From an optimization exercise on the open Yosys and OpenROAD flow, aimed at small area; shortcuts taken in it are not production practice.
Function was checked by simulation only, so behaviour that the tests miss may differ from the original.
No activity file was given, so power comes from the tool's default toggle rates.

build 64:
## fenc
module fenc (
    input  wire        clk,
    input  wire        rst,           
    input  wire        cmd_valid,
    output wire        cmd_ready,
    input  wire [31:0] cmd,
    output wire        rsp_valid,
    output wire        rsp_ok,
    output wire [15:0] rsp_data
);
For scale: about 1500 cells after synthesis, roughly 620 flip-flops, about 54 I/O pins, roughly 0.018 mm2 of cells after synthesis.
export LEC_CHECK = 0
export CAP_MARGIN = 10
export CORE_MARGIN = 2
export CORE_UTILIZATION = 65
export GPL_TIMING_DRIVEN = 0
export SLEW_MARGIN = 10
create_clock -name core_clock -period 20.0 [get_ports {clk}]
standard.sh (not shown) runs the stock make flow with config.mk's settings and CLKGATE_MAP_FILE= SYNTH_SCRIPT=/design/flow/synth_recipe.tcl, a recipe that flattens the netlist after the stock synthesis.
==> flow/flow/run.sh <==
#!/bin/bash
# Standard ORFS layout with these changes:
#  - synthesis maps the logic with flow/abc_map.script (area only: deepsyn, then mapping; no ABC
#    buffering or gate sizing) and leaves adders to ABC too (no separate half/full-adder
#    mapping); everything else in synthesis, registers included, is unchanged;
#  - the port buffers are the smallest buffer cell;
#  - CTS uses larger sink clusters and no dummy loads.
set -euo pipefail
here=$(pwd)
rm -rf scripts_map
cp -r "$FLOW_HOME/scripts" scripts_map
cp flow/abc_map.script scripts_map/abc_speed.script
bash standard.sh SCRIPTS_DIR="$here/scripts_map" ADDER_MAP_FILE= synth > synth.log 2>&1
export BUFFER_PORTS_ARGS="-buffer_cell sky130_fd_sc_hd__buf_1"
export CTS_ARGS="-sink_clustering_enable -repair_clock_nets -dont_use_dummy_load -buf_list {sky130_fd_sc_hd__clkbuf_4} -sink_clustering_size 10 -sink_clustering_max_diameter 40"
bash standard.sh > layout.log 2>&1
==> flow/flow/abc_map.script <==
&get -n
&st
&deepsyn -T 60
&dch -f
&nf -R 1000
&put
topo
Build 64 finished every step from synthesis to the final layout, and the layout passed the timing, DRC and antenna checks.
The following lists how trial 3 was set up differently from build 64:
--- a/flow/flow/run.sh
+++ b/flow/flow/run.sh
@@ -6,3 +6,4 @@
 #  - the port buffers are the smallest buffer cell;
-#  - CTS uses larger sink clusters and no dummy loads.
+#  - CTS builds the clock tree from clkbuf_4 cells on clusters of at most 10 sinks, with no
+#    dummy loads.
 set -euo pipefail
==> flow/flow/abc_map.script <==
&get -n
&st
&deepsyn -T 120
&dch -f
&nf -R 1000
&put
topo
Notes after the runs:
- Trial 3 vs build 64: synthesized cell count down slightly
- Setup slack in trial 3 is larger than in build 64.
- According to the power report, total power for trial 3 is lower than for build 64.
- Re overall overflow remaining after global route: no difference whatsoever between trial 3 and build 64.
- Highest clock frequency the design can meet: trial 3 > build 64
- On design area, build 64 tracks trial 3 almost exactly.

Setup of violet:
fenc, a different RTL version from the one above (not shown whole).
Size: about 1600 cells after synthesis, ~620 flip-flops, roughly 54 I/O pins.
clock: 20.0 ns
lec_check: 0
cap_margin: 20
core_margin: 2
core_utilization: 65
gpl_timing_driven: 0
slew_margin: 20
==> flow/flow/run.sh <==
#!/bin/bash
# Standard ORFS layout with these changes:
#  - synthesis maps the logic with flow/abc_map.script (area only: no ABC buffering or
#    gate sizing); everything else in synthesis, registers included, is unchanged;
#  - the port buffers are the smallest buffer cell;
#  - CTS uses larger sink clusters and no dummy loads.
set -euo pipefail
here=$(pwd)
rm -rf scripts_map
cp -r "$FLOW_HOME/scripts" scripts_map
cp flow/abc_map.script scripts_map/abc_speed.script
bash standard.sh SCRIPTS_DIR="$here/scripts_map" synth > synth.log 2>&1
export BUFFER_PORTS_ARGS="-buffer_cell sky130_fd_sc_hd__buf_1"
export CTS_ARGS="-sink_clustering_enable -repair_clock_nets -dont_use_dummy_load -buf_list {sky130_fd_sc_hd__clkbuf_4} -sink_clustering_size 10 -sink_clustering_max_diameter 40"
bash standard.sh > layout.log 2>&1
==> flow/flow/abc_map.script <==
&get -n
&st
&dch
&nf -R 1000
&st
&syn2
&dch -f
&nf -R 1000
&st
&syn2
&dch -f
&nf -R 1000
&put
topo
## Diff of input files: garnet against violet
==> flow/flow/run.sh <==
#!/bin/bash
# Standard ORFS layout with these changes:
#  - synthesis maps the logic with flow/abc_map.script (area only: deepsyn, then mapping; no ABC
#    buffering or gate sizing) and leaves adders to ABC too (no separate half/full-adder
#    mapping); everything else in synthesis, registers included, is unchanged;
#  - the port buffers are the smallest buffer cell;
#  - CTS uses larger sink clusters and no dummy loads.
set -euo pipefail
here=$(pwd)
rm -rf scripts_map
cp -r "$FLOW_HOME/scripts" scripts_map
cp flow/abc_map.script scripts_map/abc_speed.script
bash standard.sh SCRIPTS_DIR="$here/scripts_map" ADDER_MAP_FILE= synth > synth.log 2>&1
export BUFFER_PORTS_ARGS="-buffer_cell sky130_fd_sc_hd__buf_1"
export CTS_ARGS="-sink_clustering_enable -repair_clock_nets -dont_use_dummy_load -buf_list {sky130_fd_sc_hd__clkbuf_4} -sink_clustering_size 11 -sink_clustering_max_diameter 40"
bash standard.sh > layout.log 2>&1
==> flow/flow/abc_map.script <==
&get -n
&st
&deepsyn -T 60
&dch -f
&nf -R 1000
&put
topo
## What came out
- garnet vs. violet: time the final worst path needs with I/O delays and setup lower, combinational share of power picked up an extra 4.5 points, longest individual stage delay on the worst path lower.
- On count of mapped cells out of synthesis: between violet and garnet, it ends up higher for violet.
- garnet falls short of violet in total power after layout.
- Comparing violet and garnet, arrival time reported for the critical path endpoint is lower on garnet.
- On post-synthesis to final-layout area growth, violet and garnet are neck and neck.
- NOTE power consumed by sequential cells violet->garnet decreased by a few percent
- Final area went down by a few percent going from violet to garnet.
Changes in yarrow relative to garnet:
- SLEW_MARGIN now 10, was 20
- CAP_MARGIN now 10, was 20
--- a/flow/flow/run.sh
+++ b/flow/flow/run.sh
@@ -14,3 +14,3 @@
 export BUFFER_PORTS_ARGS="-buffer_cell sky130_fd_sc_hd__buf_1"
-export CTS_ARGS="-sink_clustering_enable -repair_clock_nets -dont_use_dummy_load -buf_list {sky130_fd_sc_hd__clkbuf_4} -sink_clustering_size 11 -sink_clustering_max_diameter 40"
+export CTS_ARGS="-sink_clustering_enable -repair_clock_nets -dont_use_dummy_load -buf_list {sky130_fd_sc_hd__clkbuf_4} -sink_clustering_size 10 -sink_clustering_max_diameter 40"
 bash standard.sh > layout.log 2>&1
Results
Between garnet and yarrow, the met1 layer usage reported by global route is lower for yarrow.
Summary of yarrow over garnet: clock-pin slew on the worst setup and hold paths has decreased, clock buffer instance count of the final layout now sits higher, area fraction in compound gates after synthesis neither gained nor lost much, sequential power now sits at about the same level.
The number of placed cells counting well taps of yarrow is lower than that of garnet.
Sum of routed wire length over all layers: garnet and yarrow compared, lower one is yarrow

[what the ideal ports hide]
No port has a modelled driver above. Below, the same layouts with a new extraction and two added sets of constraints. Step 1 (the two cells are an assumption about what drives the block):
set clk [get_ports {clk}]
set_driving_cell -lib_cell sky130_fd_sc_hd__clkbuf_16 $clk
set_driving_cell -lib_cell sky130_fd_sc_hd__buf_2 [delete_from_list [all_inputs] $clk]
Step 2 also shifts input and output timing later by t, the mid clock arrival at the registers, as if the neighbouring blocks saw the same clock. Slacks: no drivers / after step 1 / after step 2; pairs: no drivers / after step 1.
run | shift t [ns] | setup WS [ns] | hold slack, ns | worst setup path at the end
build 64 | 0.738 | 10.873 / 10.844 / 10.844 | 0.275 / 0.275 / 0.275 | input to output
trial 3 | 0.718 | 10.949 / 10.914 / 10.914 | 0.260 / 0.260 / 0.260 | input to output
violet | 0.731 | 10.793 / 10.759 / 10.759 | 0.260 / 0.260 / 0.260 | input to output
garnet | 0.724 | 10.996 / 10.966 / 10.966 | 0.283 / 0.284 / 0.284 | input to output
yarrow | 0.734 | 10.051 / 10.023 / 10.023 | 0.277 / 0.277 / 0.277 | input to output
After both steps setup and hold are still met in every run listed. The setup slack of trial 3, which loses most, moves by -0.035 ns with the drivers and by -0.035 ns with both steps.
